From an optimization exercise on the open Yosys and OpenROAD flow, aimed at small area; shortcuts taken in it are not production practice. Function was checked by simulation only, so behaviour that the tests miss may differ from the original.

===== flow/config.mk =====
export PLATFORM = sky130hd
export DESIGN_NAME = sd_rx
export DESIGN_NICKNAME = sd_rx
export VERILOG_FILES = /design/flow/design.v
export SDC_FILE = /design/flow/constraint.sdc
export NUM_CORES = 4
export LEC_CHECK = 0
export CAP_MARGIN = 20
export CORE_MARGIN = 2
export CORE_UTILIZATION = 40
export PLACE_DENSITY = 0.6
export SLEW_MARGIN = 20

===== flow/design.v =====
module sd_filter_ch #(
    parameter SAMPLE_W  = 16,
    parameter FLOG2_MAX = 5
) (
    input  wire                       clk,
    input  wire                       rst,
    input  wire [2:0]                 flog2,    
    input  wire                       put,
    input  wire signed [SAMPLE_W-1:0] x,
    output wire signed [SAMPLE_W-1:0] get
);
    localparam DEPTH = 1 << FLOG2_MAX;
    localparam IDX_W = FLOG2_MAX;
    localparam SUM_W = SAMPLE_W + FLOG2_MAX;
    reg  [DEPTH*SAMPLE_W-1:0] hist;
    reg  [IDX_W-1:0]          widx;
    reg  signed [SUM_W-1:0]   sum;
    wire [IDX_W-1:0] mask = ({IDX_W{1'b1}} >> (FLOG2_MAX - flog2));
    wire signed [SAMPLE_W-1:0] old = hist[widx*SAMPLE_W +: SAMPLE_W];
    always @(posedge clk) begin
        if (rst) begin
            hist <= {DEPTH*SAMPLE_W{1'b0}};
            widx <= {IDX_W{1'b0}};
            sum  <= {SUM_W{1'b0}};
        end else if (put) begin
            hist[widx*SAMPLE_W +: SAMPLE_W] <= x;
            widx <= (widx + 1'b1) & mask;
            sum  <= sum - old + x;
        end
    end
    wire signed [SUM_W-1:0] mean = sum >>> flog2;
    assign get = mean[SAMPLE_W-1:0];
endmodule
module sd_demod (
    input  wire        clk,
    input  wire        rst,
    input  wire        feed,
    input  wire [31:0] mag,
    input  wire [31:0] thresh,
    input  wire [15:0] sps,
    input  wire [7:0]  minpre,
    input  wire [7:0]  maxerr,
    input  wire        policy,       
    output reg         delivered,
    output wire [79:0] pkt
);
    localparam NCHIPS = 160;
    localparam ST_SEARCH = 2'd0;
    localparam ST_LOCKED = 2'd1;
    localparam ST_DECODE = 2'd2;
    reg  [1:0]   stage;
    reg          gap;
    reg          armed;
    reg          prev;
    reg  [16:0]  cnt;
    reg  [7:0]   ptc;
    reg  [7:0]   nchips;
    reg  [NCHIPS-1:0] chipbuf;
    reg  [79:0]  hold;
    reg          hold_valid;
    wire        lvl  = (mag > thresh);
    wire        edge_seen = (lvl != prev);
    wire [16:0] e    = cnt + 17'd1;
    wire [16:0] lo   = {1'b0, sps} - {9'd0, maxerr};
    wire [16:0] hi   = {1'b0, sps} + {9'd0, maxerr};
    wire        on_cadence = (e >= lo) && (e <= hi);
    wire        timed_out  = (e > hi);
    wire        boundary   = (e >= {1'b0, sps});
    wire [7:0]  ptc_next   = ptc + 8'd1;
    wire [7:0]  nchips_next = nchips + 8'd1;
    wire [NCHIPS-1:0] chips = {lvl, chipbuf[NCHIPS-2:0]};
    reg        pairs_ok;
    reg [79:0] decoded;
    integer p;
    always @(*) begin
        pairs_ok = 1'b1;
        for (p = 0; p < 80; p = p + 1) begin
            if (chips[2*p] == chips[2*p+1])
                pairs_ok = 1'b0;
            decoded[79-p] = chips[2*p];
        end
    end
    assign pkt = decoded;
    wire last_chip = (stage == ST_DECODE) && boundary && (nchips_next == NCHIPS);
    wire valid_pkt = feed && last_chip && pairs_ok;
    always @(*) begin
        delivered = 1'b0;
        if (valid_pkt) begin
            if (!policy)
                delivered = 1'b1;
            else if (hold_valid && hold == decoded)
                delivered = 1'b1;
        end
    end
    always @(posedge clk) begin
        if (rst) begin
            stage      <= ST_SEARCH;
            gap        <= 1'b0;
            armed      <= 1'b0;
            prev       <= 1'b0;
            cnt        <= 17'd0;
            ptc        <= 8'd0;
            nchips     <= 8'd0;
            chipbuf    <= {NCHIPS{1'b0}};
            hold       <= 80'd0;
            hold_valid <= 1'b0;
        end else if (feed) begin
            case (stage)
            ST_SEARCH: begin
                if (!armed) begin
                    if (edge_seen) begin
                        armed <= 1'b1;
                        cnt   <= 17'd0;
                    end
                end else if (edge_seen) begin
                    cnt <= 17'd0;
                    if (on_cadence) begin
                        ptc <= ptc_next;
                        if (ptc_next == minpre) begin
                            stage <= ST_LOCKED;
                            gap   <= 1'b0;
                        end
                    end else begin
                        ptc <= 8'd0;
                    end
                end else if (timed_out) begin
                    ptc   <= 8'd0;
                    armed <= 1'b0;
                    cnt   <= 17'd0;
                end else begin
                    cnt <= e;
                end
            end
            ST_LOCKED: begin
                if (!gap) begin
                    if (edge_seen) begin
                        cnt <= 17'd0;
                        if (!on_cadence) begin
                            stage <= ST_SEARCH;
                            ptc   <= 8'd0;
                            armed <= 1'b1;
                        end
                    end else if (timed_out) begin
                        if (!lvl) begin
                            gap <= 1'b1;
                            cnt <= e - {1'b0, sps};
                        end else begin
                            stage <= ST_SEARCH;
                            ptc   <= 8'd0;
                            armed <= 1'b0;
                            cnt   <= 17'd0;
                        end
                    end else begin
                        cnt <= e;
                    end
                end else begin
                    if (boundary) begin
                        stage      <= ST_DECODE;
                        gap        <= 1'b0;
                        cnt        <= 17'd0;
                        chipbuf[0] <= lvl;
                        nchips     <= 8'd1;
                    end else begin
                        cnt <= e;
                    end
                end
            end
            default: begin   
                if (boundary) begin
                    cnt <= 17'd0;
                    chipbuf[nchips] <= lvl;
                    if (nchips_next == NCHIPS) begin
                        if (pairs_ok && policy) begin
                            if (hold_valid && hold == decoded) begin
                                hold_valid <= 1'b0;
                            end else begin
                                hold       <= decoded;
                                hold_valid <= 1'b1;
                            end
                        end
                        stage  <= ST_SEARCH;
                        gap    <= 1'b0;
                        armed  <= 1'b0;
                        ptc    <= 8'd0;
                        nchips <= 8'd0;
                    end else begin
                        nchips <= nchips_next;
                    end
                end else begin
                    cnt <= e;
                end
            end
            endcase
            prev <= lvl;
        end
    end
endmodule
module sd_rx (
    input  wire        clk,
    input  wire        rst,           
    input  wire [2:0]  cfg_flog2,     
    input  wire [15:0] cfg_decim,     
    input  wire [15:0] cfg_sps,       
    input  wire [7:0]  cfg_minpre,    
    input  wire [7:0]  cfg_maxerr,    
    input  wire [31:0] cfg_thresh,    
    input  wire        cfg_policy,    
    input  wire        in_valid,
    input  wire [15:0] in_i,
    input  wire [15:0] in_q,
    output reg         mag_valid,
    output reg  [31:0] mag,
    output reg         pkt_valid,
    output reg  [79:0] pkt
);
    wire signed [15:0] get_i;
    wire signed [15:0] get_q;
    wire put = in_valid;
    sd_filter_ch #(.SAMPLE_W(16), .FLOG2_MAX(5)) u_fi (
        .clk(clk), .rst(rst), .flog2(cfg_flog2), .put(put), .x(in_i), .get(get_i)
    );
    sd_filter_ch #(.SAMPLE_W(16), .FLOG2_MAX(5)) u_fq (
        .clk(clk), .rst(rst), .flog2(cfg_flog2), .put(put), .x(in_q), .get(get_q)
    );
    reg  [15:0] dcnt;
    reg         feed_pend;
    wire [16:0] dcnt_inc = {1'b0, dcnt} + 17'd1;
    wire        dec_point = (dcnt_inc >= {1'b0, cfg_decim});
    always @(posedge clk) begin
        if (rst) begin
            dcnt      <= 16'd0;
            feed_pend <= 1'b0;
        end else begin
            feed_pend <= put && dec_point;
            if (put) begin
                if (dec_point)
                    dcnt <= 16'd0;
                else
                    dcnt <= dcnt_inc[15:0];
            end
        end
    end
    wire signed [31:0] sq_i = get_i * get_i;
    wire signed [31:0] sq_q = get_q * get_q;
    wire        [31:0] magsq = sq_i + sq_q;
    wire        delivered;
    wire [79:0] dec_pkt;
    sd_demod u_demod (
        .clk(clk), .rst(rst), .feed(feed_pend), .mag(magsq),
        .thresh(cfg_thresh), .sps(cfg_sps), .minpre(cfg_minpre),
        .maxerr(cfg_maxerr), .policy(cfg_policy),
        .delivered(delivered), .pkt(dec_pkt)
    );
    always @(posedge clk) begin
        if (rst) begin
            mag_valid <= 1'b0;
            pkt_valid <= 1'b0;
        end else begin
            mag_valid <= feed_pend;
            pkt_valid <= delivered;
        end
        if (feed_pend)
            mag <= magsq;
        if (delivered)
            pkt <= dec_pkt;
    end
endmodule

===== flow/run.sh =====
#!/bin/bash
# synth_recipe.tcl (not shown) runs the flow's synth.tcl, then flattens the netlist and writes it again
# the make line also repeats each setting of config.mk as NAME=value (left out here)
make -C /OpenROAD-flow-scripts/flow DESIGN_CONFIG=/design/flow/config.mk WORK_HOME=/design/flow/orfs CLKGATE_MAP_FILE= SYNTH_SCRIPT=/design/flow/synth_recipe.tcl finish

===== flow/constraint.sdc =====
create_clock -name core_clock -period 13.0 [get_ports {clk}]
set_input_delay 2.6000 -clock core_clock [delete_from_list [all_inputs] [get_ports {clk}]]
set_output_delay 2.6000 -clock core_clock [all_outputs]
set_load 0.01 [all_outputs]

==> run summary <==
routing by layer:
| metal | vias up | part of all wire [%] | global-route usage, % |
|---|---|---|---|
| met5 | - | 0.018 | 0 |
| met4 | 8 | 3.7 | 8.51 |
| met3 | 491 | 6.9 | 3.39 |
| met2 | 2541 | 46 | 38.4 |
| met1 | 34600 | 43 | 32.5 |
| li1 | 32100 | - | - |
cell usage after synthesis (29+ instances only):
library cell / count / area (um2)
a211oi_1: 31 / 233
a21o_1: 40 / 300
a21oi_1: 543 / 2720
a22o_1: 79 / 692
a22oi_1: 285 / 2140
a32oi_1: 34 / 298
buf_1: 56 / 210
buf_2: 45 / 225
clkbuf_1: 499 / 1870
clkinv_1: 29 / 109
dfxtp_1: 1373 / 27500
edfxtp_1: 112 / 3360
fa_1: 565 / 11300
ha_1: 321 / 4020
inv_1: 907 / 3400
mux2i_1: 431 / 4310
mux4_2: 339 / 7630
nand2_1: 864 / 3240
nand2b_1: 42 / 263
nand3_1: 213 / 1070
nand4_1: 56 / 350
nor2_1: 1283 / 4820
nor3_1: 66 / 330
nor4_1: 55 / 344
o211ai_1: 107 / 803
o21ai_0: 203 / 1020
xnor2_1: 216 / 1890
xor2_1: 95 / 832
metrics by stage:
step,setup WS [ns],hold WS (ns),setup TNS (ns)
after floorplan,-0.724,0.420,-57.88
after global placement,-0.361,0.432,-51.76
after detailed placement,-0.531,0.444,-91.67
after CTS,0.340,0.452,0
after global routing,0.00746,0.469,0
final,0.477,0.452,0
state kept, by name (all words and copies together) (netlist names), 2 cells and up:
| register | flops |
|---|---|
| u_fi.hist | 512 |
| u_fq.hist | 512 |
| u_demod.chipbuf | 159 |
| pkt | 80 |
| u_demod.hold | 80 |
| mag | 32 |
| u_fi.sum | 21 |
| u_fq.sum | 21 |
| u_demod.cnt | 17 |
| dcnt | 16 |
| u_demod.nchips | 8 |
| u_demod.ptc | 8 |
| u_fi.widx | 5 |
| u_fq.widx | 5 |
| u_demod.stage | 2 |
timing repair:
| item | in CTS | in global routing |
|---|---|---|
| setup buffers | 0 | 1 |
| hold buffers | 0 | 0 |
| gates resized for setup | 0 | 15 |
| endpoints found under the setup margin | 0 | 182 |
worst register-to-register path: cells and delay by family (launching register included):
kind            cells  cell delay, ns
mux                 2            0.77
fa+ha+maj          10            4.62
buf+inv            12            1.77
compound gates     10            1.74
xor+xnor            2            0.28
simple gates        6            1.03
flops               1            0.49
worst paths after layout:
| path | slack [ns] | startpoint | cells after the start | end |
|---|---|---|---|---|
| max | 0.48 | cfg_flog2[0] | 43 | u_demod.hold[39] |
| min | 0.45 | u_fi.hist[391] | 2 | u_fi.hist[391] |
| max reg2reg | 2.13 | u_fi.sum[14] | 42 | u_demod.hold[39] |
| min reg2reg | 0.45 | u_fi.hist[391] | 2 | u_fi.hist[391] |
layout make-up:
class	instances	area share (%)
Multi-Input combinational cell	6261	51.3
Sequential cell	1485	30.4
Timing Repair Buffer	692	6.03
Clock buffer	234	4.50
Tap cell	2958	3.65
Inverter	938	3.48
Clock inverter	48	0.613
Antenna cell	4	0.00987
cells by family (layout without fill, tap and decap cells):
kind of cell | after synthesis | after routing | share of synthesized area, %
compound gates | 1538 | 1538 | 11.3
xor+xnor | 311 | 311 | 3.08
buf+inv | 1548 | 1912 | 6.71
simple gates | 2743 | 2743 | 13.1
other cells | 0 | 4 | 0
flops | 1485 | 1485 | 34.9
fa+ha+maj | 886 | 886 | 17.3
mux | 783 | 783 | 13.7
==> results list <==
* Outcome: complete, no violations
- Die W: 474 um
- DIE AREA: 225000 um2
* Starting utilization of the core area: 40.3%
- After routing the design area is 101000 um2.
- Overall overflow remaining after global route: 0
- After detailed routing, the number of remaining DRC violations is 0.
* Clock buffer count from CTS: 154
- The worst setup path is of the in -> reg kind.
- On the worst path, the slowest cell contributes a delay of 0.56 ns.
- Maximum buffer depth of the clock tree: 3
- The clock period could shrink to 12.52 ns.
* Post-synthesis cell type count: 90
- Along the worst path, the maximum fanout reaches 19.
- Max-slew violation total from the final report: 0
* Path class of the lowest-slack min-delay path: reg -> reg
- The clock tree synthesis step divided the H-tree into 4 levels.
- Number of cells in the finished layout apart from fillers: 12600
- I/O pin cnt: 233
- The worst pin sits at a relative slew slack of 22.8%.
* Post-Route Utilization: 46.2%
- Part of the Yosys area used for sequential elements: 34.9%
- Clock tree from TritonCTS: yes
- Data arrival time of the worst path: 13.21 ns
- On the critical path the largest part of the delay comes from adder cells.
- Most common cell after layout, fill and taps aside: dfxtp_1
- In the final layout, the multi-input gates occupy 52000 um2.
- #FFs+latches synth: 1485
* Most used flip-flop cell after synthesis: dfxtp_1
- Ys async rst share: 0%
- Dividing the detail-routed wire length by the instance count gives 21.5 um.
- After layout, the worst path uses 96.3% of the clock period.
- Across the run, the number of max-cap violations was 0.
- Setup crit end kind: flop
- Most Frequent Cell on Critical Path: fa_1
- Standard cell area after detailed placement: 96100 um2
* Initial antenna violation count: 11
* Final setup viols: 0
- Insertion delay of the later-clocked pin in the worst-skew pair: 0.84 ns
* Clock transition at the register clock pins on the worst setup and hold paths after CTS: 0.06 ns
- Detailed-placement wirelength estimate: 190000 um
* RSZ-0062 raised after global routing: false
* Placed Cells: 12300
- Placeable core area: 220000 um2
* Layout cell share with drive strength beyond 1: 12.1%
* Final setup skew: 0.0499 ns
- In this run the vertical extent of the chip is 474 um.
- Avg Cell Area, Syn: 9.52 um2
- The filler cells instantiated in the layout total 20700.
- Pin count of the biggest net entering global routing: 218
* Final weighted congestion in routability-driven placement: 0.955
- Count of flip-flops with a built-in enable after synthesis: 112
- Vias per inst: 5.53
* Detailed-router iteration count before antenna repair: 8
- The first global-routing pass estimated 418000 um of wire.
- For this block, the initial DRC count from the detailed router was 6586.
* Max Clock Freq: 79.9 MHz
* Total wire length after detailed routing: 272000 um
- Buffers placed on the I/O ports in this run total 232.
- The number of global-route vias before repair came to 69000.
- In the layout the commonest cells are dfxtp_1 (1364), nor2_1 (1273), inv_1 (904).
- The number of nets handed over by synthesis was 10300.
- Post-synthesis cell count: 9294
* Site row count: 172
- Cell with the largest stage delay on the worst path: fa_1
- Endpoint required time on the critical path: 13.68 ns
* Number of warnings reported in the yosys synthesis log: 3
* Slew at the pin closest to its max-slew limit: 1.16 ns
- Vias: 69700
- STA classifies the critical path startpoint as an input port.
- Master cell of the clock root buffer: clkbuf_16
* Net count, final: 10500
* Layout overhead on the synthesized area: 14.6%
* Syn Std Cell Area: 88500 um2
- Sequential cell area: 30900 um2
* Hold violation count in the final report: 0
- The clock net in this run drives a total of 1485 sinks.
* Total track usage: 23.8%
- In this run the remaining antenna-violating nets after routing total 0.
* Number of buffers and inverters on the critical path: 12

==> separate check: timing with driven ports <==
How much do the figures lean on ideal ports? The routed layout below was timed once more, with nothing changed but the port constraints. Step 1 (the two cells are an assumption about what drives the block):
set clk [get_ports {clk}]
set_driving_cell -lib_cell sky130_fd_sc_hd__clkbuf_16 $clk
set_driving_cell -lib_cell sky130_fd_sc_hd__buf_2 [delete_from_list [all_inputs] $clk]
Step 2 also shifts input and output timing later by t, the mid clock arrival at the registers, as if the neighbouring blocks saw the same clock. Three values: no drivers, after step 1, after step 2; two values: the first two.
t, ns: 0.913
setup slack, ns: 0.477 / 0.550 / -0.363
worst setup path after step 2: input to register
With both steps, setup timing fails in this run, where it was met with ideal ports. For this run, drivers alone change the setup slack by +0.073 ns; drivers and shift together by -0.840 ns.
